Context: an optimization exercise on an open-source flow, tuned for small area, a short achievable clock period and few clock cycles per item. The choices shown serve that exercise and are no tape-out recipe.
In this exercise RTL edits were held to simulation tests only and were not proved equivalent to the original.
Power figures rest on the tool's default switching activity, not on a simulated workload.

===== flow/run.sh =====
#!/bin/bash
# The standard layout, but letting the resizer change a cell's
# footprint when it repairs timing (the platform default allows only
# same-footprint swaps). SDC, period and all other settings unchanged.
set -euo pipefail
sed -e 's/ SETUP_SLACK_MARGIN=5 / SETUP_SLACK_MARGIN=5 MATCH_CELL_FOOTPRINT=0 /' standard.sh > standard_fp.sh
grep -q "MATCH_CELL_FOOTPRINT=0" standard_fp.sh
bash standard_fp.sh > standard.log 2>&1

===== standard.sh =====
#!/bin/bash
# synth_recipe.tcl (not shown) runs the flow's synth.tcl, then flattens the netlist and writes it again
# the make line also repeats each setting of config.mk as NAME=value (left out here)
make -C /OpenROAD-flow-scripts/flow DESIGN_CONFIG=/design/flow/config.mk WORK_HOME=/design/flow/orfs CLKGATE_MAP_FILE= SYNTH_SCRIPT=/design/flow/synth_recipe.tcl "${@:-finish}"

===== config.mk =====
export PLATFORM = sky130hd
export DESIGN_NAME = ring_unit
export DESIGN_NICKNAME = ring_unit
export VERILOG_FILES = /design/flow/design.v
export SDC_FILE = /design/flow/constraint.sdc
export NUM_CORES = 4
export LEC_CHECK = 0
export CAP_MARGIN = 20
export CORE_MARGIN = 2
export CORE_UTILIZATION = 35
export CTS_BUF_LIST = sky130_fd_sc_hd__clkbuf_4 sky130_fd_sc_hd__clkbuf_8
export SETUP_SLACK_MARGIN = 5
export SLEW_MARGIN = 20
export TNS_END_PERCENT = 100

===== constraint.sdc =====
create_clock -name core_clock -period 11.0 [get_ports {clk}]
set_input_delay 2.2000 -clock core_clock [delete_from_list [all_inputs] [get_ports {clk}]]
set_output_delay 2.2000 -clock core_clock [all_outputs]
set_load 0.01 [all_outputs]

===== design.v =====
module ring_unit (
    input  wire        clk,
    input  wire        rst,
    input  wire        start,
    input  wire [1:0]  op,        
    input  wire [4:0]  klog2,
    input  wire [64:0] rx,
    input  wire [64:0] ry,
    output wire        ready,
    output reg         done,
    output reg  [2:0]  err,       
    output reg  [2:0]  err_src,   
    output wire [64:0] rz
);
    localparam ERR_NONE  = 3'd0, ERR_ARG = 3'd2, ERR_RANGE = 3'd3,
               ERR_NOINV = 3'd4;
    reg        st_idle, st_chk, st_mul, st_hsum, st_fin, st_inv, st_cor;
    reg        o_add, o_sub, o_mul, o_inv;
    reg        kbad;          
    reg  [6:0] kh;            
    reg  [6:1] kt;            
    reg [64:0] ru, rv, rr, rs;
    reg        cin;           
    reg [7:0]  kreg;          
    reg [2:0]  tlq;           
    reg        nogcd;         
    reg        spec;          
    reg        uev, vev;      
    reg [3:0]  dg;            
    assign ready = st_idle;
    assign rz    = ru;
    integer i;
    function [67:0] padd(input [66:0] a, input [66:0] b, input ci);
        reg [66:0] g, p, gn, pn, x;
        integer l, j;
        begin
            x = a ^ b;
            g = a & b;
            p = x;
            for (l = 1; l < 67; l = l * 2) begin
                for (j = 0; j < 67; j = j + 1) begin
                    if ((j & l) != 0) begin
                        gn[j] = g[j] | (p[j] & g[(j & ~(l - 1)) - 1]);
                        pn[j] = p[j] & p[(j & ~(l - 1)) - 1];
                    end else begin
                        gn[j] = g[j];
                        pn[j] = p[j];
                    end
                end
                g = gn;
                p = pn;
            end
            padd[0] = x[0] ^ ci;
            for (j = 1; j < 67; j = j + 1)
                padd[j] = x[j] ^ (g[j - 1] | (p[j - 1] & ci));
            padd[67] = g[66] | (p[66] & ci);
        end
    endfunction
    function [133:0] cadd(input [66:0] a, input [66:0] b);
        reg [66:0] g, p, gn, pn, x;
        integer l, j;
        begin
            x = a ^ b;
            g = a & b;
            p = x;
            for (l = 1; l < 67; l = l * 2) begin
                for (j = 0; j < 67; j = j + 1) begin
                    if (j >= l) begin
                        gn[j] = g[j] | (p[j] & g[j - l]);
                        pn[j] = p[j] & p[j - l];
                    end else begin
                        gn[j] = g[j];
                        pn[j] = p[j];
                    end
                end
                g = gn;
                p = pn;
            end
            cadd[0]  = x[0];
            cadd[67] = ~x[0];
            for (j = 1; j < 67; j = j + 1) begin
                cadd[j]      = x[j] ^ g[j - 1];
                cadd[67 + j] = x[j] ^ (g[j - 1] | p[j - 1]);
            end
        end
    endfunction
    wire [64:0] kmask;        
    wire [64:0] konehot;      
    assign kmask[0] = 1'b1;
    genvar gi;
    generate
        for (gi = 1; gi < 65; gi = gi + 1) begin : g_mask
            if (gi < 2)        assign kmask[gi] = kt[1];
            else if (gi < 4)   assign kmask[gi] = kt[2];
            else if (gi < 8)   assign kmask[gi] = kt[3];
            else if (gi < 16)  assign kmask[gi] = kt[4];
            else if (gi < 32)  assign kmask[gi] = kt[5];
            else if (gi < 64)  assign kmask[gi] = kt[6];
            else               assign kmask[gi] = 1'b0;
        end
        for (gi = 0; gi < 65; gi = gi + 1) begin : g_oh
            if (gi == 1)       assign konehot[gi] = kh[0];
            else if (gi == 2)  assign konehot[gi] = kh[1];
            else if (gi == 4)  assign konehot[gi] = kh[2];
            else if (gi == 8)  assign konehot[gi] = kh[3];
            else if (gi == 16) assign konehot[gi] = kh[4];
            else if (gi == 32) assign konehot[gi] = kh[5];
            else if (gi == 64) assign konehot[gi] = kh[6];
            else               assign konehot[gi] = 1'b0;
        end
    endgenerate
    wire [64:0] pvec = konehot | 65'd1;
    function ge_p(input [64:0] x, input [64:0] km, input [64:0] ko);
        ge_p = (|(x & ~km & ~ko)) | ((|(x & ko)) & (|(x & km)));
    endfunction
    function [64:0] rev65(input [64:0] x);
        integer j;
        for (j = 0; j < 65; j = j + 1)
            rev65[j] = x[64 - j];
    endfunction
    wire        mu_sub = ~o_add;
    wire [64:0] mu_x = ru;
    wire [64:0] mu_y = rv;
    wire [66:0] mu_a = {2'b00, mu_x};
    wire [66:0] mu_b = mu_sub ? ~{2'b00, mu_y} : {2'b00, mu_y};
    wire [66:0] mu_c = o_add ? {67{1'b1}} : {66'd0, ~(o_inv & ~st_fin)};
    wire [66:0] mu_cs = mu_a ^ mu_b ^ mu_c;
    wire [66:0] mu_cc = {(mu_a[65:0] & mu_b[65:0]) | (mu_a[65:0] & mu_c[65:0]) |
                         (mu_b[65:0] & mu_c[65:0]), 1'b0};
    wire [133:0] mu_t = cadd(mu_cs, mu_cc);
    wire [66:0] mu_t0 = mu_t[66:0];
    wire [66:0] mu_t1 = mu_t[133:67];
    wire        mu_tk = |(mu_t0[64:0] & konehot);
    wire [64:0] mu_out = mu_sub ?
        (mu_t0[66] ? ((mu_t1[64:0] & (kmask | konehot)) ^ konehot) : mu_t0[64:0]) :
        ((~mu_t0[66] & mu_tk) ? (mu_t0[64:0] ^ konehot) : mu_t1[64:0]);
    wire [3:0]  cnt = kreg[3:0];
    wire [3:0]  digit = dg;
    wire [3:0]  cnt1 = cnt + 4'd1;
    wire [3:0]  dg_next = ru[{cnt1, 2'b00} +: 4];
    wire [68:0] pp0 = digit[0] ? {4'd0, rv}        : 69'd0;
    wire [68:0] pp1 = digit[1] ? {3'd0, rv, 1'b0}  : 69'd0;
    wire [68:0] pp2 = digit[2] ? {2'd0, rv, 2'b0}  : 69'd0;
    wire [68:0] pp3 = digit[3] ? {1'd0, rv, 3'b0}  : 69'd0;
    wire [68:0] acc_s = {4'd0, rr};
    wire [68:0] acc_c = {4'd0, rs};
    wire [68:0] s1 = acc_s ^ acc_c ^ pp0;
    wire [68:0] c1 = {((acc_s & acc_c) | (acc_s & pp0) | (acc_c & pp0)), cin};
    wire [68:0] s2 = pp1 ^ pp2 ^ pp3;
    wire [68:0] c2 = {((pp1 & pp2) | (pp1 & pp3) | (pp2 & pp3)), 1'b0};
    wire [68:0] s3 = s1 ^ c1 ^ s2;
    wire [68:0] c3 = {((s1 & c1) | (s1 & s2) | (c1 & s2)), 1'b0};
    wire [68:0] s4 = s3 ^ c3 ^ c2;
    wire [68:0] c4 = {((s3 & c3) | (s3 & c2) | (c3 & c2)), 1'b0};
    wire [4:0]  retire = {1'b0, s4[3:0]} + {1'b0, c4[3:0]};
    wire [3:0]  ndig = {kh[6], kh[6] | kh[5], kh[6] | kh[5] | kh[4],
                        kh[6] | kh[5] | kh[4] | kh[3]};
    wire        mul_last = (cnt == ndig);
    wire        ue = uev;
    wire        ve = vev;
    wire [64:0] xuv = rv ^ ru;
    wire        eq = ~|xuv;
    wire        neg = ~mu_t0[66];
    wire [64:0] absd = neg ? mu_t1[64:0] : ~mu_t0[64:0];
    wire [7:0]  tw = ue ? rv[7:0] : (ve ? ru[7:0] : xuv[7:0]);
    reg  [2:0]  tl;
    always @* begin
        casez (tw[6:0])
        7'b??????1: tl = 3'd0;
        7'b?????10: tl = 3'd1;
        7'b????100: tl = 3'd2;
        7'b???1000: tl = 3'd3;
        7'b??10000: tl = 3'd4;
        7'b?100000: tl = 3'd5;
        7'b1000000: tl = 3'd6;
        default:    tl = 3'd7;
        endcase
    end
    wire        uside = ue | (~ve & ~neg);
    wire [7:0]  kfin = kreg - {5'd0, tlq};
    wire        csel_r = |(kfin[6:0] & kh);              
    wire [7:0]  mrem = st_cor ? kreg : (kfin & {2'b00, kt[6], kt[5], kt[4], kt[3], kt[2], kt[1]});
    wire [2:0]  tc = (|mrem[7:3]) ? 3'd7 : mrem[2:0];
    wire [7:0]  mnext = mrem - {5'd0, tc};
    wire [2:0]  tsh = st_cor ? tc : tl;
    wire [64:0] sh_in = st_cor ? rev65(rv) : (ue ? rv : (ve ? ru : absd));
    wire [64:0] sh_out = sh_in >> tsh;
    wire        cs_s = st_cor | (eq ? ~csel_r : uside);
    wire [64:0] cs_in = st_cor ? ru : (cs_s ? rs : rr);
    wire [2:0]  tcs = (st_cor || eq) ? tc : tl;
    wire [71:0] csh = {7'd0, cs_in} << tcs;
    wire [64:0] cA = {1'b0, csh[63:0] & kmask[63:0]};
    wire [7:0]  cB = ({8{kh[0]}} & csh[8:1])   | ({8{kh[1]}} & csh[9:2]) |
                     ({8{kh[2]}} & csh[11:4])  | ({8{kh[3]}} & csh[15:8]) |
                     ({8{kh[4]}} & csh[23:16]) | ({8{kh[5]}} & csh[39:32]) |
                     ({8{kh[6]}} & csh[71:64]);
    wire [64:0] bnext = rev65(sh_out) | {57'd0, cB};
    wire [67:0] radd_w = padd({2'b00, rr}, {2'b00, rs}, cin);
    wire [64:0] radd = radd_w[64:0];
    wire        u_one = (rv == 65'd1);
    wire [2:0]  hsmall = kh[0] ? ru[3:1] : (kh[1] ? {1'b0, ru[3:2]} : 3'd0);
    wire rx_bad  = ge_p(ru, kmask, konehot);
    wire ry_bad  = ge_p(rv, kmask, konehot) & ~o_inv;
    wire rx_topk = |(ru & konehot);
    wire chk_err   = kbad | rx_bad | ry_bad;
    wire chk_mul   = st_chk & ~chk_err & o_mul;
    wire chk_inv0  = st_chk & ~chk_err & o_inv & (ru == 65'd0);
    wire chk_inv   = st_chk & ~chk_err & o_inv & ~(ru == 65'd0);
    wire loop_inv  = st_inv & ~eq;
    wire chk_as_w  = st_chk & (o_add | o_sub);
    wire chk_mul_w = st_chk & o_mul;
    wire mul_step  = chk_mul_w | st_mul;
    wire loop      = (st_inv | (st_chk & o_inv)) & ~eq;    
    wire wu        = loop & uside;           
    wire wv        = loop & ~uside;          
    wire inv_end   = st_inv & eq;
    wire cor_step  = inv_end | st_cor;
    wire cor_last  = cor_step & (mnext == 8'd0);
    wire fin_go    = (st_mul & mul_last) | (chk_mul & (rx_topk | mul_last));
    reg [64:0] ru_mul;
    always @* begin
        ru_mul = ru;
        for (i = 0; i < 16; i = i + 1)
            if (cnt == i) ru_mul[4*i +: 4] = retire[3:0];
    end
    wire [64:0] ru_o = st_idle ? rx :
                       (chk_as_w | st_fin) ? mu_out :
                       mul_step ? ru_mul :
                       st_hsum ? (ru & kmask) :
                       cor_step ? cA : ru;
    wire [64:0] ru_d = wv ? sh_out : ru_o;
    wire        in_inv = (op == 2'd3);
    wire [64:0] pvec_in;
    assign pvec_in[0] = 1'b1;
    generate
        for (gi = 1; gi < 65; gi = gi + 1) begin : g_pin
            if (gi == 1)       assign pvec_in[gi] = (klog2 == 5'd0);
            else if (gi == 2)  assign pvec_in[gi] = (klog2 == 5'd1);
            else if (gi == 4)  assign pvec_in[gi] = (klog2 == 5'd2);
            else if (gi == 8)  assign pvec_in[gi] = (klog2 == 5'd3);
            else if (gi == 16) assign pvec_in[gi] = (klog2 == 5'd4);
            else if (gi == 32) assign pvec_in[gi] = (klog2 == 5'd5);
            else if (gi == 64) assign pvec_in[gi] = (klog2 == 5'd6);
            else
                assign pvec_in[gi] = 1'b0;
        end
    endgenerate
    wire [64:0] rv_o = st_idle ? (in_inv ? pvec_in : ry) :
                       (st_hsum & ~spec) ? (radd | {62'd0, hsmall}) :
                       cor_step ? bnext : rv;
    wire [64:0] rv_d = wu ? sh_out : rv_o;
    wire [64:0] rr_o = st_idle ? 65'd0 :
                       mul_step ? s4[68:4] : rr;
    wire [64:0] rr_d = (wu & ~ue) ? radd : wv ? csh[64:0] : rr_o;
    wire [64:0] rs_o = st_idle ? {64'd0, in_inv} :
                       mul_step ? c4[68:4] : rs;
    wire [64:0] rs_d = wu ? csh[64:0] : (wv & ~ve) ? radd : rs_o;
    wire        done_d = (st_chk & (chk_err | ~o_mul & ~o_inv | chk_inv0)) |
                         st_fin;
    always @(posedge clk) begin
        ru  <= ru_d;
        rv  <= rv_d;
        rr  <= rr_d;
        rs  <= rs_d;
        uev <= ~rv_d[0];
        vev <= ~ru_d[0];
        if (st_idle) begin
            o_add <= (op == 2'd0);
            o_sub <= (op == 2'd1);
            o_mul <= (op == 2'd2);
            o_inv <= (op == 2'd3);
            kbad  <= (klog2 > 5'd6);
            for (i = 0; i < 7; i = i + 1)
                kh[i] <= (klog2 == i);
            for (i = 1; i < 7; i = i + 1)
                kt[i] <= (klog2 >= i) && (klog2 <= 5'd6);
        end
        if (st_idle)
            dg <= rx[3:0];
        else if (mul_step)
            dg <= dg_next;
        if (st_idle)
            tlq <= 3'd0;
        else if (loop)
            tlq <= tl;
        if (st_idle)
            cin <= 1'b0;
        else if (mul_step)
            cin <= retire[4];
        if (st_idle)
            kreg <= 8'd0;
        else if (chk_mul_w)
            kreg <= 8'd1;
        else if (st_mul)
            kreg <= kreg + 8'd1;
        else if (loop)
            kreg <= kfin;
        else if (cor_step)
            kreg <= mnext;
        if (st_chk) begin
            spec    <= rx_topk;
            err     <= kbad ? ERR_ARG : (rx_bad | ry_bad) ? ERR_RANGE :
                       chk_inv0 ? ERR_NOINV : ERR_NONE;
            err_src <= kbad ? 3'd0 : rx_bad ? 3'd3 : ry_bad ? 3'd4 : 3'd0;
        end else if (st_fin & o_inv & nogcd)
            err     <= ERR_NOINV;
        if (inv_end)
            nogcd <= ~u_one;
        done    <= done_d & ~rst;
        st_idle <= rst | (st_idle & ~start) | done_d;
        st_chk  <= ~rst & st_idle & start;
        st_mul  <= ~rst & ((chk_mul & ~(rx_topk | mul_last)) | (st_mul & ~mul_last));
        st_hsum <= ~rst & fin_go;
        st_fin  <= ~rst & (st_hsum | cor_last);
        st_inv  <= ~rst & (chk_inv | loop_inv);
        st_cor  <= ~rst & cor_step & ~cor_last;
    end
endmodule

==> impl_results.html, run 1 <==
<table>
<tr><th>Metric</th><th>Value</th></tr>
<tr><th colspan="2">Outcome</th></tr>
<tr><td>Outcome</td><td>no timing/DRC/antenna violations</td></tr>
<tr><th colspan="2">Timing</th></tr>
<tr><td>Minimum period implied by the final worst setup slack</td><td>6.22 ns</td></tr>
<tr><td>Final Max Slew Viols</td><td>0</td></tr>
<tr><td>Fmax achieved</td><td>0.161 GHz</td></tr>
<tr><td>Final number of setup-violating endpoints</td><td>0</td></tr>
<tr><td>Final hold vios</td><td>0</td></tr>
<tr><td>Post-layout worst setup margin</td><td>4.78 ns</td></tr>
<tr><td>Worst Max-Slew Pin Slew</td><td>1.35 ns</td></tr>
<tr><td>RSZ-0062 raised after global routing</td><td>yes</td></tr>
<tr><td>Clk_skew</td><td>0.0693 ns</td></tr>
<tr><td>Relative slew slack</td><td>8.63%</td></tr>
<tr><td>Final clock period utilization by the worst path</td><td>56.6%</td></tr>
<tr><td>Final total negative setup slack</td><td>0 ns</td></tr>
<tr><th colspan="2">Detailed routing</th></tr>
<tr><td>Antenna Violating Nets Remaining</td><td>0</td></tr>
<tr><td>Iter 0 DRT Violations</td><td>12200</td></tr>
<tr><td>Detailed-route DRC error count</td><td>0</td></tr>
<tr><td>Wire length per cell after detailed routing</td><td>42.4 um</td></tr>
<tr><td>Vias</td><td>65000</td></tr>
<tr><td>Detailed Route WL</td><td>385 mm</td></tr>
<tr><td>Average vias per placed instance</td><td>7.16</td></tr>
<tr><td>Router iterations before antenna repair</td><td>9</td></tr>
<tr><th colspan="2">Clock network</th></tr>
<tr><td>Clock insertion delay at the later pin of the skew report</td><td>0.83 ns</td></tr>
<tr><td>CTS Buffer Depth</td><td>3</td></tr>
<tr><td>TritonCTS clock tree</td><td>done</td></tr>
<tr><td>Number of levels in the clock H-tree</td><td>3</td></tr>
<tr><td>Clock tree root buffer cell</td><td>sky130_fd_sc_hd__clkbuf_8</td></tr>
<tr><td>Sinks on Clock Net</td><td>310</td></tr>
<tr><td>Clock buffers created by TritonCTS</td><td>69</td></tr>
<tr><td>Hold-fix buffers at CTS</td><td>0</td></tr>
<tr><td>Clock slew seen by the registers of the worst setup and hold paths</td><td>0.06 ns</td></tr>
<tr><th colspan="2">Final layout</th></tr>
<tr><td>Cell area after layout</td><td>62700 sq um</td></tr>
<tr><td>Most common library cell in the layout ignoring fill and taps</td><td>sky130_fd_sc_hd__nand2_1</td></tr>
<tr><td>Commonest cells after routing, fill and taps aside</td><td>sky130_fd_sc_hd__nand2_1 (662), sky130_fd_sc_hd__a21oi_1 (568), sky130_fd_sc_hd__inv_1 (516)</td></tr>
<tr><td>Net total in the final layout</td><td>7632</td></tr>
<tr><td>FILL cells</td><td>15200</td></tr>
<tr><td>Flip-flop and latch area</td><td>9090 sq um</td></tr>
<tr><td>Area taken by multi-input logic gates</td><td>41700 sq um</td></tr>
<tr><td>Fraction of layout cells with a size suffix above 1</td><td>17.7%</td></tr>
<tr><td>Synthesis-to-finish area growth</td><td>20.3%</td></tr>
<tr><th colspan="2">Logic synthesis</th></tr>
<tr><td>Library cells used by synthesis</td><td>120</td></tr>
<tr><td>Portion of the post-synthesis area used by sequential elements</td><td>17.4%</td></tr>
<tr><td>Adder and majority gate portion of the synthesized area</td><td>13.8%</td></tr>
<tr><td>Cell Area, Synth</td><td>52100 sq um</td></tr>
<tr><td>Synthesis warning total</td><td>1</td></tr>
<tr><td>Asr flop ratio synth</td><td>0%</td></tr>
<tr><td>Synth Area in Simple Gates</td><td>20.0%</td></tr>
<tr><td>Number of instances in the synthesized netlist</td><td>6908</td></tr>
<tr><td>Compound-gate portion of the synthesized area</td><td>29.5%</td></tr>
<tr><td>Net count of the mapped netlist</td><td>7466</td></tr>
<tr><td>Most instantiated flip-flop cell in the synthesis netlist</td><td>sky130_fd_sc_hd__edfxtp_1</td></tr>
<tr><td>Combinational family with the most area after synthesis</td><td>compound AO/OA/AOI/OAI gates</td></tr>
<tr><td>FF+latch count, synth</td><td>310</td></tr>
<tr><td>Synth Area in XOR/XNOR</td><td>4.39%</td></tr>
<tr><td>Number of flops mapped to enable cells by yosys</td><td>287</td></tr>
<tr><td>Multiplexer share of the synthesized area</td><td>6.18%</td></tr>
<tr><td>Synthesized area per cell</td><td>7.55 sq um</td></tr>
<tr><th colspan="2">Placed design</th></tr>
<tr><td>PortBufs</td><td>212</td></tr>
<tr><td>Instance area after placement</td><td>56500 sq um</td></tr>
<tr><td>Final Wtd Congestion</td><td>1.13</td></tr>
<tr><td>Setup slack at placement</td><td>2.24 ns</td></tr>
<tr><td>Post-DP HPWL</td><td>293 mm</td></tr>
<tr><th colspan="2">Min path</th></tr>
<tr><td>Hold Crit Start</td><td>tlq[1]</td></tr>
<tr><td>Worst hold path cell count</td><td>2</td></tr>
<tr><td>Worst min-delay path class</td><td>reg -&gt; reg</td></tr>
<tr><td>Destination of the worst hold path</td><td>tlq[1]</td></tr>
<tr><th colspan="2">Global routing</th></tr>
<tr><td>Met1 track utilization from global routing</td><td>59.0%</td></tr>
<tr><td>Met2 Usage GRT</td><td>67.8%</td></tr>
<tr><td>Global-route wire length before repair</td><td>512 mm</td></tr>
<tr><td>Met3 track demand over resource</td><td>20.5%</td></tr>
<tr><td>Initial antenna violation count</td><td>46</td></tr>
<tr><td>GRT Util Overall</td><td>48.5%</td></tr>
<tr><td>Via count of the first global-routing pass</td><td>59800</td></tr>
<tr><td>Total congestion overflow after global routing</td><td>0</td></tr>
<tr><td>Maximum number of pins on one net before global-route repair</td><td>116</td></tr>
<tr><td>Gr busiest metal</td><td>met2</td></tr>
<tr><th colspan="2">Die</th></tr>
<tr><td>Height of the die</td><td>390 um</td></tr>
<tr><td>Die Span X</td><td>390 um</td></tr>
<tr><td>Die outline area</td><td>152000 sq um</td></tr>
<tr><td>Placeable core region</td><td>148000 sq um</td></tr>
<tr><td>Initial core utilization</td><td>35.3%</td></tr>
<tr><td>Std cell rows</td><td>141</td></tr>
<tr><td>Ports placed on the boundary</td><td>213</td></tr>
<tr><th colspan="2">Power and ir drop</th></tr>
<tr><td>Pwr/cell area</td><td>377 nW/um^2</td></tr>
<tr><td>Leakage power</td><td>0.0240 uW</td></tr>
<tr><td>Maximum vdd ir drop</td><td>0.000206 V</td></tr>
<tr><td>Total power after layout</td><td>23700 uW</td></tr>
<tr><th colspan="2">Worst setup path</th></tr>
<tr><td>Crit-path max FO</td><td>23</td></tr>
<tr><td>Buffers and inverters on the worst path</td><td>6</td></tr>
<tr><td>CP Cell Sequence</td><td>buf_4, xnor2_4, nand4_1, or4_4, nor3_4, buf_12, and2_1, buf_6, o22a_4, buf_6, nor3_1, buf_4, a22oi_1, nand2_1, nor3_4, buf_2, o21ai_0, nor4_2, o221ai_1</td></tr>
<tr><td>Crit Path Class</td><td>reg -&gt; reg</td></tr>
<tr><td>CP Launch Type</td><td>flop</td></tr>
<tr><td>Critical-path top delay cell</td><td>sky130_fd_sc_hd__or4_4</td></tr>
<tr><td>CP max stage delay</td><td>0.67 ns</td></tr>
<tr><td>Launch point of the worst reg-to-reg path</td><td>ru[46]</td></tr>
<tr><td>Data arrival, critical path</td><td>6.72 ns</td></tr>
<tr><td>Reg-to-Reg End</td><td>rv[6]</td></tr>
<tr><td>Worst setup slack for register-to-register paths</td><td>4.78 ns</td></tr>
<tr><td>Cell depth of the worst flop-to-flop path</td><td>19</td></tr>
<tr><td>Required arrival time at the worst endpoint</td><td>11.50 ns</td></tr>
<tr><td>CP delay by family, top</td><td>simple AND/OR/NAND/NOR gates</td></tr>
<tr><td>Type of element capturing the critical path</td><td>flop</td></tr>
<tr><th colspan="2">Job</th></tr>
<tr><td>Max-cap violations</td><td>0</td></tr>
</table>
-- registers in the layout, summed over array words and instances, names as in the netlist, 2 cells and up, named ones only --
name and flops:
rs 65, err 3, kt 6, rr 65, kreg 8, rv 64, ru 65, kh 6
tlq 3, err_src 2, dg 4
-- layout make-up --
| type | count | area share, % |
|---|---|---|
| Clock buffer | 98 | 1.90 |
| Tap cell | 1930 | 3.85 |
| Inverter | 527 | 3.19 |
| Clock inverter | 21 | 0.216 |
| Timing Repair inverter | 1 | 0.0140 |
| Multi-Input combinational cell | 5484 | 66.5 |
| Antenna cell | 29 | 0.116 |
| Sequential cell | 310 | 14.5 |
| Timing Repair Buffer | 681 | 9.76 |
-- layer usage --
layer  routed length (um)  share of wire (%)
met2               150000                 39
met4                38200                9.9
met1               138000                 36
met3                58200                 15
met5                  272              0.071
-- repair_timing --
| action | 4_1_cts | 5_1_grt |
|---|---|---|
| resized for setup | 384 | 241 |
| gates cloned | 9 | 7 |
| pin swaps | 41 | 54 |
| setup endpoints to repair | 497 | 371 |
| buffers inserted | 118 | 82 |
-- report_power, final --
group          internal [uW]  switching (uW)  leakage [uW]
Clock                    718             689      0.000702
Combinational           6250           13800        0.0200
Sequential              1680             479       0.00330
-- synthesized netlist by cell type (56+ instances only) --
library cell               number  area share, %
sky130_fd_sc_hd__nor2_1       536            3.9
sky130_fd_sc_hd__and2_1       232            2.8
sky130_fd_sc_hd__nand4_1       83            1.0
sky130_fd_sc_hd__edfxtp_1     287             17
sky130_fd_sc_hd__mux2i_1      160            3.1
sky130_fd_sc_hd__o221ai_1      66            1.1
sky130_fd_sc_hd__nor3_1       192            1.8
sky130_fd_sc_hd__xor2_1        83            1.4
sky130_fd_sc_hd__a221oi_1      88            1.5
sky130_fd_sc_hd__nand2_1      687            4.9
sky130_fd_sc_hd__or3_1         56           0.67
sky130_fd_sc_hd__a21oi_1      625            6.0
sky130_fd_sc_hd__inv_1        523            3.8
sky130_fd_sc_hd__xnor2_1      167            2.8
sky130_fd_sc_hd__o21ai_0      503            4.8
sky130_fd_sc_hd__buf_2        117            1.1
sky130_fd_sc_hd__clkbuf_1     408            2.9
sky130_fd_sc_hd__nand3_1      117            1.1
sky130_fd_sc_hd__o211ai_1     116            1.7
sky130_fd_sc_hd__a211oi_1      99            1.4
sky130_fd_sc_hd__ha_1         156            3.7
sky130_fd_sc_hd__fa_1         262             10
sky130_fd_sc_hd__a31oi_1       76           0.91
sky130_fd_sc_hd__o21a_1        61           0.88
sky130_fd_sc_hd__a21o_1        76            1.1
sky130_fd_sc_hd__mux2_2       105            2.3
sky130_fd_sc_hd__o31ai_1       65           0.94
sky130_fd_sc_hd__a22oi_1       66           0.95
sky130_fd_sc_hd__o22ai_1       66           0.79
-- worst register-to-register path, stage by stage, from the launching register on --
cell	delay (ns)
sky130_fd_sc_hd__edfxtp_1	0.46
sky130_fd_sc_hd__buf_4	0.26
sky130_fd_sc_hd__xnor2_4	0.32
sky130_fd_sc_hd__nand4_1	0.64
sky130_fd_sc_hd__or4_4	0.68
sky130_fd_sc_hd__nor3_4	0.24
sky130_fd_sc_hd__buf_12	0.16
sky130_fd_sc_hd__and2_1	0.14
sky130_fd_sc_hd__buf_6	0.30
sky130_fd_sc_hd__o22a_4	0.42
sky130_fd_sc_hd__buf_6	0.35
sky130_fd_sc_hd__nor3_1	0.13
sky130_fd_sc_hd__buf_4	0.21
sky130_fd_sc_hd__a22oi_1	0.26
sky130_fd_sc_hd__nand2_1	0.20
sky130_fd_sc_hd__nor3_4	0.32
sky130_fd_sc_hd__buf_2	0.26
sky130_fd_sc_hd__o21ai_0	0.13
sky130_fd_sc_hd__nor4_2	0.28
sky130_fd_sc_hd__o221ai_1	0.21
-- kinds of logic after synthesis --
| kind of cell | Yosys count |
|---|---|
| muxes | 286 |
| xor gates and xnor gates | 256 |
| buffers and inverters | 1123 |
| DFF | 310 |
| adders and majority gates | 418 |
| and+or+nand+nor | 2183 |
| AOI/OAI and AO/OA | 2332 |
-- worst max path at each step --
stage | endpoint | start | cells past startpoint | slack (ns)
after floorplan | ru[33] | o_add | 25 | 5.01
after global placement | rv[4] | rv[63] | 17 | 2.30
after detailed placement | rv[4] | rv[63] | 17 | 2.24
after CTS | ru[54] | o_add | 22 | 4.97
after global routing | ru[20] | o_add | 25 | 4.96
final | rv[6] | ru[46] | 19 | 4.78
-- through the flow --
stage                     hold WS, ns  std cells  utilization, %
final                           0.464       9081            42.4
after global routing            0.495       9055            42.4
after CTS                       0.463       8963            41.0
after detailed placement        0.452       8717            38.2
after global placement          0.449       8715            38.2
after floorplan                 0.436       6908               -
Testbench counts, summed over its fixed seeds: cycles 20,506, items 1,600.
==> run 2: changes to the inputs <==
==> run.sh (new file) <==
#!/bin/bash
# synth_recipe.tcl (not shown) runs the flow's synth.tcl, then flattens the netlist and writes it again
# the make line also repeats each setting of config.mk as NAME=value (left out here)
make -C /OpenROAD-flow-scripts/flow DESIGN_CONFIG=/design/flow/config.mk WORK_HOME=/design/flow/orfs CLKGATE_MAP_FILE= SYNTH_SCRIPT=/design/flow/synth_recipe.tcl finish
--- a/config.mk
+++ b/config.mk
@@ -9,5 +9,4 @@
 export CORE_MARGIN = 2
 export CORE_UTILIZATION = 35
-export CTS_BUF_LIST = sky130_fd_sc_hd__clkbuf_4 sky130_fd_sc_hd__clkbuf_8
 export SETUP_SLACK_MARGIN = 5
 export SLEW_MARGIN = 20
removed: flow/run.sh
removed: standard.sh
==> impl_results.html, run 2 <==
<table>
<tr><th>Metric</th><th>Value</th></tr>
<tr><th colspan="2">Placed design</th></tr>
<tr><td>PortBufs</td><td>212 (unchanged)</td></tr>
<tr><td>Instance area after placement</td><td>56500 sq um (about the same)</td></tr>
<tr><td>Final Wtd Congestion</td><td>1.11 (-1.7%)</td></tr>
<tr><td>Placed Cells</td><td>8713 (-0.046%)</td></tr>
<tr><td>Post-DP HPWL</td><td>292 mm (about the same)</td></tr>
<tr><th colspan="2">Timing</th></tr>
<tr><td>Final total negative setup slack</td><td>0 ns (unchanged)</td></tr>
<tr><td>Clk_skew</td><td>0.0348 ns (-0.0345 ns)</td></tr>
<tr><td>Final hold vios</td><td>0 (unchanged)</td></tr>
<tr><td>Relative slew slack</td><td>17.5% (+8.8 points)</td></tr>
<tr><td>Minimum period implied by the final worst setup slack</td><td>6.25 ns (+0.0337 ns)</td></tr>
<tr><td>Final clock period utilization by the worst path</td><td>56.9% (+0.31 points)</td></tr>
<tr><td>Final number of setup-violating endpoints</td><td>0 (unchanged)</td></tr>
<tr><td>Fmax achieved</td><td>0.160 GHz (-0.54%)</td></tr>
<tr><td>Worst Max-Slew Pin Slew</td><td>1.23 ns (-0.120 ns)</td></tr>
<tr><td>Final Max Slew Viols</td><td>0 (unchanged)</td></tr>
<tr><td>RSZ-0062 raised after global routing</td><td>yes</td></tr>
<tr><th colspan="2">Logic synthesis</th></tr>
<tr><td>Portion of the post-synthesis area used by sequential elements</td><td>17.4% (unchanged)</td></tr>
<tr><td>FF+latch count, synth</td><td>310 (unchanged)</td></tr>
<tr><td>Most instantiated flip-flop cell in the synthesis netlist</td><td>sky130_fd_sc_hd__edfxtp_1</td></tr>
<tr><td>Most numerous cell in the Yosys netlist</td><td>sky130_fd_sc_hd__nand2_1</td></tr>
<tr><td>Area fraction of the dominant cell type after synthesis</td><td>16.5% (unchanged)</td></tr>
<tr><td>Leading cell types by total area after synthesis</td><td>sky130_fd_sc_hd__edfxtp_1 (17%), sky130_fd_sc_hd__fa_1 (10%), sky130_fd_sc_hd__a21oi_1 (6.0%)</td></tr>
<tr><td>Cell Area, Synth</td><td>52100 sq um (unchanged)</td></tr>
<tr><td>Library cells used by synthesis</td><td>120 (unchanged)</td></tr>
<tr><td>Net count of the mapped netlist</td><td>7466 (unchanged)</td></tr>
<tr><td>Synthesis warning total</td><td>1 (unchanged)</td></tr>
<tr><td>Asr flop ratio synth</td><td>0% (unchanged)</td></tr>
<tr><td>Number of instances in the synthesized netlist</td><td>6908 (unchanged)</td></tr>
<tr><td>Top cell types by occurrence after synthesis</td><td>sky130_fd_sc_hd__nand2_1 (687), sky130_fd_sc_hd__a21oi_1 (625), sky130_fd_sc_hd__nor2_1 (536)</td></tr>
<tr><td>Synthesized area per cell</td><td>7.55 sq um (unchanged)</td></tr>
<tr><td>Most area-hungry cell type in the Yosys netlist</td><td>sky130_fd_sc_hd__edfxtp_1</td></tr>
<tr><td>Number of flops mapped to enable cells by yosys</td><td>287 (unchanged)</td></tr>
<tr><th colspan="2">Detailed routing</th></tr>
<tr><td>Vias</td><td>64500 (-0.78%)</td></tr>
<tr><td>Router iterations before antenna repair</td><td>12 (+3)</td></tr>
<tr><td>Average vias per placed instance</td><td>7.13 (-0.39%)</td></tr>
<tr><td>Detailed-route DRC error count</td><td>0 (unchanged)</td></tr>
<tr><td>Iter 0 DRT Violations</td><td>11300 (-7.8%)</td></tr>
<tr><td>Wire length per cell after detailed routing</td><td>42.6 um (+0.66%)</td></tr>
<tr><td>Detailed Route WL</td><td>386 mm (+0.26%)</td></tr>
<tr><td>Antenna Violating Nets Remaining</td><td>0 (unchanged)</td></tr>
<tr><th colspan="2">Final layout</th></tr>
<tr><td>Flip-flop and latch area</td><td>9090 sq um (about the same)</td></tr>
<tr><td>FILL cells</td><td>15200 (-0.55%)</td></tr>
<tr><td>Commonest cells after routing, fill and taps aside</td><td>sky130_fd_sc_hd__nand2_1 (665), sky130_fd_sc_hd__a21oi_1 (563), sky130_fd_sc_hd__inv_1 (516)</td></tr>
<tr><td>Cell area after layout</td><td>63300 sq um (+0.93%)</td></tr>
<tr><td>Largest registers</td><td>rr: 65 flops, rs: 65 flops, ru: 65 flops</td></tr>
<tr><td>Area taken by multi-input logic gates</td><td>41900 sq um (+0.60%)</td></tr>
<tr><td>Fraction of layout cells with a size suffix above 1</td><td>18.0% (+0.24 points)</td></tr>
<tr><td>Net total in the final layout</td><td>7623 (-0.12%)</td></tr>
<tr><td>Post-Layout Cell Count</td><td>9045 (-0.40%)</td></tr>
<tr><td>Most common library cell in the layout ignoring fill and taps</td><td>sky130_fd_sc_hd__nand2_1</td></tr>
<tr><td>Synthesis-to-finish area growth</td><td>21.4%</td></tr>
<tr><th colspan="2">Power and ir drop</th></tr>
<tr><td>Cell internal power dissipation</td><td>9030 uW (+4.4%)</td></tr>
<tr><td>Maximum vdd ir drop</td><td>0.000225 V (+9.0%)</td></tr>
<tr><td>Pwr/cell area</td><td>384 nW/um^2 (+1.8%)</td></tr>
<tr><td>Sequential share of power</td><td>8.9% (-0.2 points)</td></tr>
<tr><td>Relative contribution of combinational cells to total power</td><td>84.7% (-0.2 points)</td></tr>
<tr><td>Total power after layout</td><td>24300 uW (+2.8%)</td></tr>
<tr><td>Leakage power</td><td>0.0242 uW (+1.2%)</td></tr>
<tr><td>Net switching power</td><td>15300 uW (+1.8%)</td></tr>
<tr><td>Net Sw Frac</td><td>62.9% (-0.58 points)</td></tr>
<tr><td>Proportion of power drawn by the clock network</td><td>6.5% (+0.6 points)</td></tr>
<tr><th colspan="2">Global routing</th></tr>
<tr><td>Total congestion overflow after global routing</td><td>0 (unchanged)</td></tr>
<tr><td>Gr busiest metal</td><td>met2</td></tr>
<tr><td>Global-route wire length before repair</td><td>513 mm (+0.28%)</td></tr>
<tr><td>Met3 track demand over resource</td><td>19.6% (-0.91 points)</td></tr>
<tr><td>GRT Util Overall</td><td>48.7% (+0.13 points)</td></tr>
<tr><td>Met1 track utilization from global routing</td><td>61.0% (+2.0 points)</td></tr>
<tr><td>Via count of the first global-routing pass</td><td>59400 (-0.76%)</td></tr>
<tr><td>Met2 Usage GRT</td><td>67.3% (-0.43 points)</td></tr>
<tr><td>Maximum number of pins on one net before global-route repair</td><td>92 (-21%)</td></tr>
<tr><td>Initial antenna violation count</td><td>26 (-43%)</td></tr>
<tr><th colspan="2">Worst setup path</th></tr>
<tr><td>Critical path's most frequent cell</td><td>sky130_fd_sc_hd__nand2_1</td></tr>
<tr><td>CP Launch Type</td><td>flop</td></tr>
<tr><td>Buffers and inverters on the worst path</td><td>2 (-4)</td></tr>
<tr><td>Launch point of the worst reg-to-reg path</td><td>ru[62]</td></tr>
<tr><td>CP startpoint</td><td>ru[62]</td></tr>
<tr><td>Data arrival, critical path</td><td>6.71 ns (about the same)</td></tr>
<tr><td>CP max stage delay</td><td>0.87 ns (+0.20 ns)</td></tr>
<tr><td>Type of element capturing the critical path</td><td>flop</td></tr>
<tr><td>Required arrival time at the worst endpoint</td><td>11.45 ns (-0.05 ns)</td></tr>
<tr><td>Crit-path max FO</td><td>43 (+87%)</td></tr>
<tr><td>CP delay by family, top</td><td>simple AND/OR/NAND/NOR gates</td></tr>
<tr><td>CP Cell Sequence</td><td>xnor2_4, buf_12, nand4_1, nor3_2, and3_2, nand2_1, o21a_1, nand2_8, nor2_4, buf_4, nand2_1, o311ai_0</td></tr>
<tr><td>Crit Path Class</td><td>reg -&gt; reg</td></tr>
<tr><td>Critical-path top delay cell</td><td>sky130_fd_sc_hd__nor2_4</td></tr>
<tr><th colspan="2">Clock network</th></tr>
<tr><td>Clock buffers created by TritonCTS</td><td>44 (-36%)</td></tr>
<tr><td>Clock slew seen by the registers of the worst setup and hold paths</td><td>0.07 ns (about the same)</td></tr>
<tr><td>Sinks on Clock Net</td><td>310 (unchanged)</td></tr>
<tr><td>CTS Buffer Depth</td><td>3 (unchanged)</td></tr>
<tr><td>Number of levels in the clock H-tree</td><td>2 (-1)</td></tr>
<tr><td>Hold-fix buffers at CTS</td><td>0 (unchanged)</td></tr>
<tr><td>Clock tree root buffer cell</td><td>sky130_fd_sc_hd__clkbuf_16</td></tr>
<tr><td>Clock insertion delay at the later pin of the skew report</td><td>0.66 ns (-0.17 ns)</td></tr>
<tr><td>TritonCTS clock tree</td><td>done</td></tr>
<tr><th colspan="2">Outcome</th></tr>
<tr><td>Outcome</td><td>no timing/DRC/antenna violations</td></tr>
<tr><th colspan="2">Die</th></tr>
<tr><td>Placeable core region</td><td>148000 sq um (unchanged)</td></tr>
<tr><td>Initial core utilization</td><td>35.3% (unchanged)</td></tr>
<tr><td>Std cell rows</td><td>141 (unchanged)</td></tr>
<tr><td>Height of the die</td><td>390 um (unchanged)</td></tr>
<tr><td>Ports placed on the boundary</td><td>213 (unchanged)</td></tr>
<tr><td>Die Span X</td><td>390 um (unchanged)</td></tr>
<tr><td>Die outline area</td><td>152000 sq um (unchanged)</td></tr>
<tr><th colspan="2">Job</th></tr>
<tr><td>Max-cap violations</td><td>0 (unchanged)</td></tr>
<tr><th colspan="2">Min path</th></tr>
<tr><td>Hold Crit Start</td><td>tlq[1]</td></tr>
<tr><td>Worst min-delay path class</td><td>reg -&gt; reg</td></tr>
</table>
==> run 2: cell counts after synthesis <==
No cell type changed its count.
==> run 2: layer usage <==
metal | wire [um] | vias up
li1 | - | 25500
met1 | 140000 | 31700
met2 | 150000 | 5890
met3 | 59200 | 1482
met4 | 35900 | 22
met5 | 331 | -
==> run 2: cells by family after synthesis <==
logic type	count (synthesis)	synth area share (%)
AO/OA/AOI/OAI	2332	29.5
XOR/XNOR	256	4.39
adder cells (fa/ha/maj)	418	13.8
buffers and inverters	1123	8.69
flip-flops	310	17.4
multiplexers	286	6.18
AND/OR/NAND/NOR	2183	20.0
==> run 2: power by group through the flow <==
stage / combinational (uW) / clock (uW) / sequential, uW
after floorplan: 9920 / 0 / 1910
after global placement: 16800 / 0 / 2220
after detailed placement: 16800 / 0 / 2220
after CTS: 18600 / 1550 / 2110
after global routing: 21000 / 1580 / 2150
final: 20600 / 1570 / 2160
==> run 2: layout make-up <==
type	instances	share of cell area, %
antenna	16	0.0633
clock buffer	55	1.85
clock inverter	25	0.417
inverter	527	3.16
multi-input combinational	5479	66.2
sequential	310	14.4
tap	1930	3.82
timing repair buffer	701	10.1
timing repair inverter	2	0.0277
==> run 2: worst reg2reg max path: cells and delay by family, from the launching register on <==
kind | cells | cell delay [ns]
AOI/OAI and AO/OA | 2 | 0.95
xor gates and xnor gates | 1 | 0.27
DFF | 1 | 0.66
buffers and inverters | 2 | 0.75
and+or+nand+nor | 7 | 3.43
==> run 2: worst paths after layout <==
kind              endpoint  slack (ns)  cells past startpoint
hold reg to reg     tlq[1]        0.47                      2
setup / recovery    rr[58]        4.75                     12
hold / removal      tlq[1]        0.47                      2
setup reg to reg    rr[58]        4.75                     12
==> run 2: what timing repair did <==
item,4_1_cts,5_1_grt
gates cloned,9,4
gates resized for setup,457,223
pin swaps,56,46
endpoints found under the hold margin,0,0
setup buffers,157,63
endpoints found under the setup margin,500,428
==> run 2: stage by stage <==
step | setup WS, ns | hold WS, ns | util [%]
3_3_place_gp | 2.80 | 0.445 | 38.2
3_5_place_dp | 2.86 | 0.452 | 38.2
5_1_grt | 4.96 | 0.488 | 42.8
6_report | 4.75 | 0.466 | 42.8
4_1_cts | 4.88 | 0.462 | 41.6
2_1_floorplan | 5.02 | 0.436 | -
==> run 3: changes to the inputs <==
--- a/config.mk
+++ b/config.mk
@@ -11,3 +11,3 @@
 export SETUP_SLACK_MARGIN = 5
 export SLEW_MARGIN = 20
-export TNS_END_PERCENT = 100
+export TNS_END_PERCENT = 10
==> impl_results.html, run 3 <==
<table>
<tr><th>Metric</th><th>Value</th></tr>
<tr><th colspan="2">Global routing</th></tr>
<tr><td>Via count of the first global-routing pass</td><td>59600 (+0.38%)</td></tr>
<tr><td>GRT Util Overall</td><td>47.9% (-0.72 points)</td></tr>
<tr><td>Maximum number of pins on one net before global-route repair</td><td>93 (+1.1%)</td></tr>
<tr><td>Total congestion overflow after global routing</td><td>0 (unchanged)</td></tr>
<tr><td>Global-route wire length before repair</td><td>507 mm (-1.3%)</td></tr>
<tr><td>Initial antenna violation count</td><td>53 (+100%)</td></tr>
<tr><th colspan="2">Final layout</th></tr>
<tr><td>Area taken by multi-input logic gates</td><td>41500 sq um (-1.1%)</td></tr>
<tr><td>Largest registers</td><td>rr: 65 flops, rs: 65 flops, ru: 65 flops</td></tr>
<tr><td>Fraction of layout cells with a size suffix above 1</td><td>17.0% (-1.0 points)</td></tr>
<tr><td>Net total in the final layout</td><td>7621 (-0.026%)</td></tr>
<tr><td>FILL cells</td><td>15200 (+0.020%)</td></tr>
<tr><td>Flip-flop and latch area</td><td>9090 sq um (about the same)</td></tr>
<tr><td>Cell area after layout</td><td>62800 sq um (-0.82%)</td></tr>
<tr><td>Commonest cells after routing, fill and taps aside</td><td>sky130_fd_sc_hd__nand2_1 (666), sky130_fd_sc_hd__a21oi_1 (575), sky130_fd_sc_hd__inv_1 (513)</td></tr>
<tr><td>Synthesis-to-finish area growth</td><td>20.4%</td></tr>
<tr><td>Most common library cell in the layout ignoring fill and taps</td><td>sky130_fd_sc_hd__nand2_1</td></tr>
<tr><th colspan="2">Timing</th></tr>
<tr><td>RSZ-0062 raised after global routing</td><td>yes</td></tr>
<tr><td>Worst hold slack</td><td>0.466 ns (+0.000428 ns)</td></tr>
<tr><td>Final hold vios</td><td>0 (unchanged)</td></tr>
<tr><td>Clk_skew</td><td>0.0444 ns (+0.00952 ns)</td></tr>
<tr><td>Worst Max-Slew Pin Slew</td><td>1.25 ns (+0.0184 ns)</td></tr>
<tr><td>Post-layout worst setup margin</td><td>4.57 ns (-0.173 ns)</td></tr>
<tr><td>Final Max Slew Viols</td><td>0 (unchanged)</td></tr>
<tr><td>Final total negative setup slack</td><td>0 ns (unchanged)</td></tr>
<tr><td>Final number of setup-violating endpoints</td><td>0 (unchanged)</td></tr>
<tr><td>Final clock period utilization by the worst path</td><td>58.4% (+1.6 points)</td></tr>
<tr><td>Minimum period implied by the final worst setup slack</td><td>6.43 ns (+0.173 ns)</td></tr>
<tr><td>Relative slew slack</td><td>16.2% (-1.2 points)</td></tr>
<tr><td>Fmax achieved</td><td>0.156 GHz (-2.7%)</td></tr>
<tr><th colspan="2">Clock network</th></tr>
<tr><td>Clock slew seen by the registers of the worst setup and hold paths</td><td>0.06 ns (about the same)</td></tr>
<tr><td>Hold-fix buffers at CTS</td><td>0 (unchanged)</td></tr>
<tr><td>Clock buffers created by TritonCTS</td><td>43 (-2.3%)</td></tr>
<tr><td>TritonCTS clock tree</td><td>done</td></tr>
<tr><td>Number of levels in the clock H-tree</td><td>2 (unchanged)</td></tr>
<tr><td>Sinks on Clock Net</td><td>310 (unchanged)</td></tr>
<tr><td>CTS Buffer Depth</td><td>3 (unchanged)</td></tr>
<tr><td>Clock tree root buffer cell</td><td>sky130_fd_sc_hd__clkbuf_16</td></tr>
<tr><td>Clock insertion delay at the later pin of the skew report</td><td>0.67 ns (about the same)</td></tr>
<tr><th colspan="2">Worst setup path</th></tr>
<tr><td>CP Cell Sequence</td><td>xnor2_2, nand4_1, or4_4, nor3_4, and2_1, buf_4, o32a_2, nand2_1, o21a_4, buf_6, nor2_1, a221o_1, nor2_1, a21oi_1, a21oi_1</td></tr>
<tr><td>CP delay by family, top</td><td>simple AND/OR/NAND/NOR gates</td></tr>
<tr><td>Data arrival, critical path</td><td>6.83 ns (+0.12 ns)</td></tr>
<tr><td>Worst setup slack for register-to-register paths</td><td>4.57 ns (-0.17 ns)</td></tr>
<tr><td>Required arrival time at the worst endpoint</td><td>11.40 ns (-0.05 ns)</td></tr>
<tr><td>Critical-path top delay cell</td><td>sky130_fd_sc_hd__nor2_1</td></tr>
<tr><td>Type of element capturing the critical path</td><td>flop</td></tr>
<tr><td>Crit-path max FO</td><td>33 (-23%)</td></tr>
<tr><td>CP Launch Type</td><td>flop</td></tr>
<tr><td>Reg-to-Reg End</td><td>rv[58]</td></tr>
<tr><td>Crit Path Class</td><td>reg -&gt; reg</td></tr>
<tr><td>Number of cells on the critical path</td><td>15 (+3)</td></tr>
<tr><td>CP max stage delay</td><td>1.00 ns (+0.13 ns)</td></tr>
<tr><td>Cell depth of the worst flop-to-flop path</td><td>15 (+3)</td></tr>
<tr><td>Buffers and inverters on the worst path</td><td>2 (unchanged)</td></tr>
<tr><td>Launch point of the worst reg-to-reg path</td><td>rv[38]</td></tr>
<tr><th colspan="2">Die</th></tr>
<tr><td>Std cell rows</td><td>141 (unchanged)</td></tr>
<tr><td>Die Span X</td><td>390 um (unchanged)</td></tr>
<tr><td>Initial core utilization</td><td>35.3% (unchanged)</td></tr>
<tr><td>Ports placed on the boundary</td><td>213 (unchanged)</td></tr>
<tr><td>Placeable core region</td><td>148000 sq um (unchanged)</td></tr>
<tr><td>Height of the die</td><td>390 um (unchanged)</td></tr>
<tr><td>Die outline area</td><td>152000 sq um (unchanged)</td></tr>
<tr><th colspan="2">Placed design</th></tr>
<tr><td>Setup slack at placement</td><td>2.49 ns (-0.366 ns)</td></tr>
<tr><td>Instance area after placement</td><td>56500 sq um (about the same)</td></tr>
<tr><td>Post-DP HPWL</td><td>288 mm (-1.4%)</td></tr>
<tr><td>Final Wtd Congestion</td><td>1.11 (-0.14%)</td></tr>
<tr><td>PortBufs</td><td>212 (unchanged)</td></tr>
<tr><th colspan="2">Power and ir drop</th></tr>
<tr><td>Maximum vdd ir drop</td><td>0.000173 V (-23%)</td></tr>
<tr><td>Pwr/cell area</td><td>381 nW/um^2 (-0.84%)</td></tr>
<tr><td>Leakage power</td><td>0.0240 uW (-1.0%)</td></tr>
<tr><th colspan="2">Detailed routing</th></tr>
<tr><td>Antenna Violating Nets Remaining</td><td>0 (unchanged)</td></tr>
<tr><td>Router iterations before antenna repair</td><td>10 (-2)</td></tr>
<tr><td>Detailed Route WL</td><td>380 mm (-1.4%)</td></tr>
<tr><td>Iter 0 DRT Violations</td><td>11400 (+1.3%)</td></tr>
<tr><td>Vias</td><td>64900 (+0.57%)</td></tr>
<tr><td>Wire length per cell after detailed routing</td><td>42.0 um (-1.6%)</td></tr>
<tr><td>Average vias per placed instance</td><td>7.16 (+0.45%)</td></tr>
<tr><td>Detailed-route DRC error count</td><td>0 (unchanged)</td></tr>
<tr><th colspan="2">Min path</th></tr>
<tr><td>Hold Crit Start</td><td>tlq[1]</td></tr>
<tr><td>Worst min-delay path class</td><td>reg -&gt; reg</td></tr>
<tr><td>Worst hold path cell count</td><td>2 (unchanged)</td></tr>
<tr><td>Destination of the worst hold path</td><td>tlq[1]</td></tr>
<tr><th colspan="2">Logic synthesis</th></tr>
<tr><td>Leading cell types by total area after synthesis</td><td>sky130_fd_sc_hd__edfxtp_1 (17%), sky130_fd_sc_hd__fa_1 (10%), sky130_fd_sc_hd__a21oi_1 (6.0%)</td></tr>
<tr><td>Most numerous cell in the Yosys netlist</td><td>sky130_fd_sc_hd__nand2_1</td></tr>
<tr><td>Most area-hungry cell type in the Yosys netlist</td><td>sky130_fd_sc_hd__edfxtp_1</td></tr>
<tr><td>Cell Area, Synth</td><td>52100 sq um (unchanged)</td></tr>
<tr><td>Number of instances in the synthesized netlist</td><td>6908 (unchanged)</td></tr>
<tr><td>FF+latch count, synth</td><td>310 (unchanged)</td></tr>
<tr><td>Synthesis warning total</td><td>1 (unchanged)</td></tr>
<tr><td>Most instantiated flip-flop cell in the synthesis netlist</td><td>sky130_fd_sc_hd__edfxtp_1</td></tr>
<tr><td>Number of flops mapped to enable cells by yosys</td><td>287 (unchanged)</td></tr>
<tr><td>Area fraction of the dominant cell type after synthesis</td><td>16.5% (unchanged)</td></tr>
<tr><td>Library cells used by synthesis</td><td>120 (unchanged)</td></tr>
<tr><td>Portion of the post-synthesis area used by sequential elements</td><td>17.4% (unchanged)</td></tr>
<tr><td>Net count of the mapped netlist</td><td>7466 (unchanged)</td></tr>
<tr><td>Synthesized area per cell</td><td>7.55 sq um (unchanged)</td></tr>
<tr><td>Top cell types by occurrence after synthesis</td><td>sky130_fd_sc_hd__nand2_1 (687), sky130_fd_sc_hd__a21oi_1 (625), sky130_fd_sc_hd__nor2_1 (536)</td></tr>
<tr><td>Asr flop ratio synth</td><td>0% (unchanged)</td></tr>
<tr><th colspan="2">Outcome</th></tr>
<tr><td>Outcome</td><td>no timing/DRC/antenna violations</td></tr>
<tr><th colspan="2">Job</th></tr>
<tr><td>Max-cap violations</td><td>0 (unchanged)</td></tr>
</table>
-- run 3: worst max-delay path by stage --
| stage | slack, ns | from | to |
|---|---|---|---|
| floorplan | 4.60 | o_add | ru[33] |
| global placement | 2.50 | ru[2] | rv[4] |
| detailed placement | 2.49 | ru[13] | ru[34] |
| CTS | 4.93 | o_add | rv[34] |
| global route | 4.88 | rv[38] | rv[4] |
| finish | 4.57 | rv[38] | rv[58] |
-- run 3: routing by layer --
layer	track usage, %	wire length [um]	part of all wire, %	vias up
li1	-	-	-	25500
met2	65.8	147000	39	6032
met4	35.5	36500	9.6	32
met5	0.510	329	0.087	-
met3	22.3	60400	16	1703
met1	57.9	136000	36	31600
-- run 3: worst reg2reg max path: stages (launching register included) --
cell                       delay (ns)
sky130_fd_sc_hd__edfxtp_1        0.68
sky130_fd_sc_hd__xnor2_2         0.49
sky130_fd_sc_hd__nand4_1         0.35
sky130_fd_sc_hd__or4_4           0.64
sky130_fd_sc_hd__nor3_4          0.38
sky130_fd_sc_hd__and2_1          0.19
sky130_fd_sc_hd__buf_4           0.38
sky130_fd_sc_hd__o32a_2          0.36
sky130_fd_sc_hd__nand2_1         0.17
sky130_fd_sc_hd__o21a_4          0.28
sky130_fd_sc_hd__buf_6           0.26
sky130_fd_sc_hd__nor2_1          1.04
sky130_fd_sc_hd__a221o_1         0.46
sky130_fd_sc_hd__nor2_1          0.08
sky130_fd_sc_hd__a21oi_1         0.32
sky130_fd_sc_hd__a21oi_1         0.12
-- run 3: layout make-up --
| type | instances | area share [%] |
|---|---|---|
| well taps | 1930 | 3.85 |
| repair inverters | 1 | 0.0140 |
| clock buffers | 53 | 1.82 |
| flip-flops and latches | 310 | 14.5 |
| repair buffers | 697 | 9.96 |
| inverters | 527 | 3.21 |
| diodes | 28 | 0.112 |
| clock inverters | 27 | 0.492 |
| multi-input cells | 5483 | 66.1 |
-- run 3: report_power, final --
part	internal, uW	leakage [uW]	switching, uW
registers	1680	0.00330	464
logic	6330	0.0200	13900
clock network	885	0.000713	691
-- run 3: logic make-up after synthesis --
group | after synthesis | share of synthesized area, %
buf+inv | 1123 | 8.69
compound gates | 2332 | 29.5
flops | 310 | 17.4
simple gates | 2183 | 20.0
mux | 286 | 6.18
fa+ha+maj | 418 | 13.8
xor+xnor | 256 | 4.39
-- run 3: stage by stage --
step	std cells	total power, uW	util, %
after detailed placement	8713	18900	38.2
after global placement	8711	18900	38.2
after CTS	8954	21900	41.3
after global routing	9031	24200	42.4
final	9056	23900	42.5
after floorplan	6908	11800	-
-- run 3: repair_timing --
item / CTS / global route
endpoints found under the hold margin: 0 / 0
setup endpoints to repair: 521 / 213
pin swaps: 45 / 54
gates cloned: 8 / 3
buffers inserted: 153 / 67
gates resized for setup: 383 / 203
==> run 4: changes to the inputs <==
--- a/config.mk
+++ b/config.mk
@@ -9,5 +9,6 @@
 export CORE_MARGIN = 2
 export CORE_UTILIZATION = 35
+export CTS_BUF_LIST = sky130_fd_sc_hd__clkbuf_4 sky130_fd_sc_hd__clkbuf_8
 export SETUP_SLACK_MARGIN = 5
 export SLEW_MARGIN = 20
-export TNS_END_PERCENT = 10
+export TNS_END_PERCENT = 100
==> impl_results.html, run 4 <==
<table>
<tr><th>Metric</th><th>Value</th></tr>
<tr><th colspan="2">Outcome</th></tr>
<tr><td>Outcome</td><td>no timing/DRC/antenna violations</td></tr>
<tr><th colspan="2">Logic synthesis</th></tr>
<tr><td>Number of flops mapped to enable cells by yosys</td><td>287 (unchanged)</td></tr>
<tr><td>Library cells used by synthesis</td><td>120 (unchanged)</td></tr>
<tr><td>Most instantiated flip-flop cell in the synthesis netlist</td><td>sky130_fd_sc_hd__edfxtp_1</td></tr>
<tr><td>FF+latch count, synth</td><td>310 (unchanged)</td></tr>
<tr><td>Most numerous cell in the Yosys netlist</td><td>sky130_fd_sc_hd__nand2_1</td></tr>
<tr><td>Synthesis warning total</td><td>1 (unchanged)</td></tr>
<tr><td>Area fraction of the dominant cell type after synthesis</td><td>16.5% (unchanged)</td></tr>
<tr><td>Asr flop ratio synth</td><td>0% (unchanged)</td></tr>
<tr><td>Top cell types by occurrence after synthesis</td><td>sky130_fd_sc_hd__nand2_1 (687), sky130_fd_sc_hd__a21oi_1 (625), sky130_fd_sc_hd__nor2_1 (536)</td></tr>
<tr><td>Leading cell types by total area after synthesis</td><td>sky130_fd_sc_hd__edfxtp_1 (17%), sky130_fd_sc_hd__fa_1 (10%), sky130_fd_sc_hd__a21oi_1 (6.0%)</td></tr>
<tr><td>Synthesized area per cell</td><td>7.55 sq um (unchanged)</td></tr>
<tr><th colspan="2">Die</th></tr>
<tr><td>Initial core utilization</td><td>35.3% (unchanged)</td></tr>
<tr><td>Die outline area</td><td>152000 sq um (unchanged)</td></tr>
<tr><td>Height of the die</td><td>390 um (unchanged)</td></tr>
<tr><td>Die Span X</td><td>390 um (unchanged)</td></tr>
<tr><td>Placeable core region</td><td>148000 sq um (unchanged)</td></tr>
<tr><td>Std cell rows</td><td>141 (unchanged)</td></tr>
<tr><td>Ports placed on the boundary</td><td>213 (unchanged)</td></tr>
<tr><th colspan="2">Final layout</th></tr>
<tr><td>Fraction of layout cells with a size suffix above 1</td><td>19.1% (+2.1 points)</td></tr>
<tr><td>Post-Layout Cell Count</td><td>9128 (+0.80%)</td></tr>
<tr><td>FILL cells</td><td>15100 (-0.16%)</td></tr>
<tr><td>Largest registers</td><td>rr: 65 flops, rs: 65 flops, ru: 65 flops</td></tr>
<tr><td>Cell area after layout</td><td>63900 sq um (+1.8%)</td></tr>
<tr><td>Most common library cell in the layout ignoring fill and taps</td><td>sky130_fd_sc_hd__nand2_1</td></tr>
<tr><th colspan="2">Detailed routing</th></tr>
<tr><td>Detailed-route DRC error count</td><td>0 (unchanged)</td></tr>
<tr><td>Vias</td><td>64900 (-0.023%)</td></tr>
<tr><td>Average vias per placed instance</td><td>7.11 (-0.81%)</td></tr>
<tr><td>Router iterations before antenna repair</td><td>11 (+1)</td></tr>
<tr><td>Iter 0 DRT Violations</td><td>11300 (-1.0%)</td></tr>
<tr><td>Detailed Route WL</td><td>386 mm (+1.5%)</td></tr>
<tr><td>Detailed route wirelength on metal2</td><td>151 mm (+2.7%)</td></tr>
<tr><td>Antenna Violating Nets Remaining</td><td>0 (unchanged)</td></tr>
<tr><td>Detailed-route wire length on metal 1</td><td>140 mm (+3.4%)</td></tr>
<tr><th colspan="2">Global routing</th></tr>
<tr><td>Via count of the first global-routing pass</td><td>59500 (-0.23%)</td></tr>
<tr><td>Initial antenna violation count</td><td>28 (-47%)</td></tr>
<tr><td>Maximum number of pins on one net before global-route repair</td><td>92 (-1.1%)</td></tr>
<tr><td>Global-route wire length before repair</td><td>512 mm (+1.0%)</td></tr>
<tr><td>GRT Util Overall</td><td>48.5% (+0.60 points)</td></tr>
<tr><th colspan="2">Power and ir drop</th></tr>
<tr><td>Pwr/cell area</td><td>385 nW/um^2 (+0.95%)</td></tr>
<tr><td>Maximum vdd ir drop</td><td>0.000195 V (+13%)</td></tr>
<tr><td>Cell internal power dissipation</td><td>9200 uW (+3.4%)</td></tr>
<tr><td>Net Sw Frac</td><td>62.6% (-0.24 points)</td></tr>
<tr><td>Relative contribution of combinational cells to total power</td><td>84.8% (+0.3 points)</td></tr>
<tr><th colspan="2">Worst setup path</th></tr>
<tr><td>Type of element capturing the critical path</td><td>flop</td></tr>
<tr><td>Crit Path Class</td><td>reg -&gt; reg</td></tr>
<tr><td>Data arrival, critical path</td><td>6.73 ns (-0.10 ns)</td></tr>
<tr><td>CP Launch Type</td><td>flop</td></tr>
<tr><th colspan="2">Clock network</th></tr>
<tr><td>CTS Buffer Depth</td><td>3 (unchanged)</td></tr>
<tr><td>Clock slew seen by the registers of the worst setup and hold paths</td><td>0.07 ns (about the same)</td></tr>
<tr><td>Clock tree root buffer cell</td><td>sky130_fd_sc_hd__clkbuf_8</td></tr>
<tr><td>Sinks on Clock Net</td><td>310 (unchanged)</td></tr>
<tr><td>Clock buffers created by TritonCTS</td><td>70 (+63%)</td></tr>
<tr><td>Clock insertion delay at the later pin of the skew report</td><td>0.82 ns (+0.15 ns)</td></tr>
<tr><th colspan="2">Min path</th></tr>
<tr><td>Worst min-delay path class</td><td>reg -&gt; reg</td></tr>
<tr><th colspan="2">Placed design</th></tr>
<tr><td>Setup slack at placement</td><td>2.86 ns (+0.366 ns)</td></tr>
<tr><td>PortBufs</td><td>212 (unchanged)</td></tr>
<tr><td>Instance area after placement</td><td>56500 sq um (about the same)</td></tr>
<tr><td>Post-DP HPWL</td><td>292 mm (+1.4%)</td></tr>
<tr><td>Placed Cells</td><td>8713 (unchanged)</td></tr>
<tr><th colspan="2">Timing</th></tr>
<tr><td>Worst Max-Slew Pin Slew</td><td>1.23 ns (-0.0203 ns)</td></tr>
<tr><td>Final number of setup-violating endpoints</td><td>0 (unchanged)</td></tr>
<tr><td>Relative slew slack</td><td>17.6% (+1.4 points)</td></tr>
<tr><td>Clk_skew</td><td>0.0632 ns (+0.0188 ns)</td></tr>
<tr><td>RSZ-0062 raised after global routing</td><td>yes</td></tr>
<tr><td>Fmax achieved</td><td>0.161 GHz (+3.3%)</td></tr>
<tr><td>Final hold vios</td><td>0 (unchanged)</td></tr>
<tr><td>Final clock period utilization by the worst path</td><td>56.6% (-1.9 points)</td></tr>
<tr><td>Minimum period implied by the final worst setup slack</td><td>6.22 ns (-0.206 ns)</td></tr>
<tr><td>Post-layout worst setup margin</td><td>4.78 ns (+0.206 ns)</td></tr>
<tr><th colspan="2">Job</th></tr>
<tr><td>Max-cap violations</td><td>0 (unchanged)</td></tr>
</table>
## run 4: cell types whose count changed in the layout (fill, tap and decap cells not counted), sizes merged
cell,change
a21oi,-1
buf,+31
bufbuf,+4
bufinv,-1
clkbuf,+44
clkinv,+6
clkinvlp,-4
diode,-11
inv,+5
nand2b,-1
nor2,+1
o21ai,-1
## run 4: layout make-up
| type | instances | area, sq um | share of cell area (%) |
|---|---|---|---|
| multi-input combinational | 5481 | 42200 | 66.1 |
| sequential | 310 | 9090 | 14.2 |
| timing repair buffer | 732 | 6580 | 10.3 |
| tap | 1930 | 2410 | 3.78 |
| inverter | 527 | 2000 | 3.13 |
| clock buffer | 97 | 1200 | 1.88 |
| clock inverter | 32 | 300 | 0.470 |
| antenna | 17 | 42.5 | 0.0666 |
| timing repair inverter | 2 | 17.5 | 0.0274 |
## run 4: logic make-up after synthesis
family	Yosys count	synth area share [%]
AOI/OAI and AO/OA	2332	29.5
xor gates and xnor gates	256	4.39
adders and majority gates	418	13.8
buffers and inverters	1123	8.69
DFF	310	17.4
muxes	286	6.18
and+or+nand+nor	2183	20.0
## run 4: path summary, 6_finish.rpt
path | from | to | slack, ns | cells after the start
hold / removal | tlq[1] | tlq[1] | 0.46 | 2
setup / recovery | rv[37] | ru[28] | 4.78 | 18
setup reg to reg | rv[37] | ru[28] | 4.78 | 18
hold reg to reg | tlq[1] | tlq[1] | 0.46 | 2
## run 4: power groups by stage
stage                     combinational [uW]  sequential, uW  clock, uW
after global routing                   21200            2160       1570
after detailed placement               16800            2220          0
final                                  20900            2170       1560
after floorplan                         9920            1910          0
after CTS                              18500            2120       1540
after global placement                 16800            2220          0
## run 4: routing by layer
layer  global-route usage (%)  vias to the layer above
met4                     32.5                       26
met2                     68.0                     5910
met3                     19.1                     1464
li1                         -                    25600
met1                     61.0                    31900
met5                   0.0638                        -
## run 4: timing repair
action                     in CTS  in global routing
buffers inserted              150                102
pin swaps                      44                 82
setup endpoints to repair     500                262
resized for setup             466                253
gates cloned                    8                  8
## run 4: worst max-delay path, stage by stage, from the launching register on
cell	delay, ns
sky130_fd_sc_hd__edfxtp_1	0.35
sky130_fd_sc_hd__buf_4	0.22
sky130_fd_sc_hd__xnor2_4	0.49
sky130_fd_sc_hd__ha_2	0.51
sky130_fd_sc_hd__a21oi_2	0.22
sky130_fd_sc_hd__o21ai_1	0.15
sky130_fd_sc_hd__a21o_2	0.31
sky130_fd_sc_hd__a221oi_4	0.37
sky130_fd_sc_hd__a31oi_4	0.14
sky130_fd_sc_hd__buf_12	0.17
sky130_fd_sc_hd__buf_12	0.12
sky130_fd_sc_hd__nor2_4	0.43
sky130_fd_sc_hd__clkbuf_16	0.32
sky130_fd_sc_hd__nand2_2	0.10
sky130_fd_sc_hd__buf_4	0.27
sky130_fd_sc_hd__nand2_8	0.31
sky130_fd_sc_hd__nand2_1	0.52
sky130_fd_sc_hd__a221oi_1	0.72
sky130_fd_sc_hd__a211oi_1	0.16
## run 4: metrics by stage
stage / util (%) / hold slack [ns]
global placement: 38.2 / 0.445
global route: 43.2 / 0.487
finish: 43.2 / 0.461
CTS: 41.6 / 0.460
detailed placement: 38.2 / 0.452
floorplan: - / 0.436

==> separate check: timing with driven ports <==
Ports are ideal in the flow. The routed layouts listed here were re-timed in OpenROAD. Step 1, drivers: a clkbuf_16 drives clk and a buf_2 each remaining input, both assumed. Step 2 moves the port delays by t, midway between the first and last clock arrival at a register: inputs arrive t later, outputs are due t later. That takes back most of the time a late clock gives input paths. Slacks: no drivers / after step 1 / after step 2; pairs: no drivers / after step 1.
| run | t, ns | slack for setup (ns) | worst register clock-pin slew, ns | pins driven straight from the clock port |
|---|---|---|---|---|
| run 1 | 0.871 | 4.779 / 4.779 / 4.764 | 0.07 / 0.07 | 1 |
| run 2 | 0.738 | 4.745 / 4.745 / 4.745 | 0.08 / 0.08 | 1 |
| run 3 | 0.736 | 4.573 / 4.573 / 4.573 | 0.09 / 0.09 | 1 |
| run 4 | 0.867 | 4.778 / 4.778 / 4.778 | 0.07 / 0.07 | 1 |
After both steps setup and hold are still met in every run listed. For run 1, which loses most, drivers alone change the setup slack by 0.000 ns; drivers and shift together by -0.015 ns.
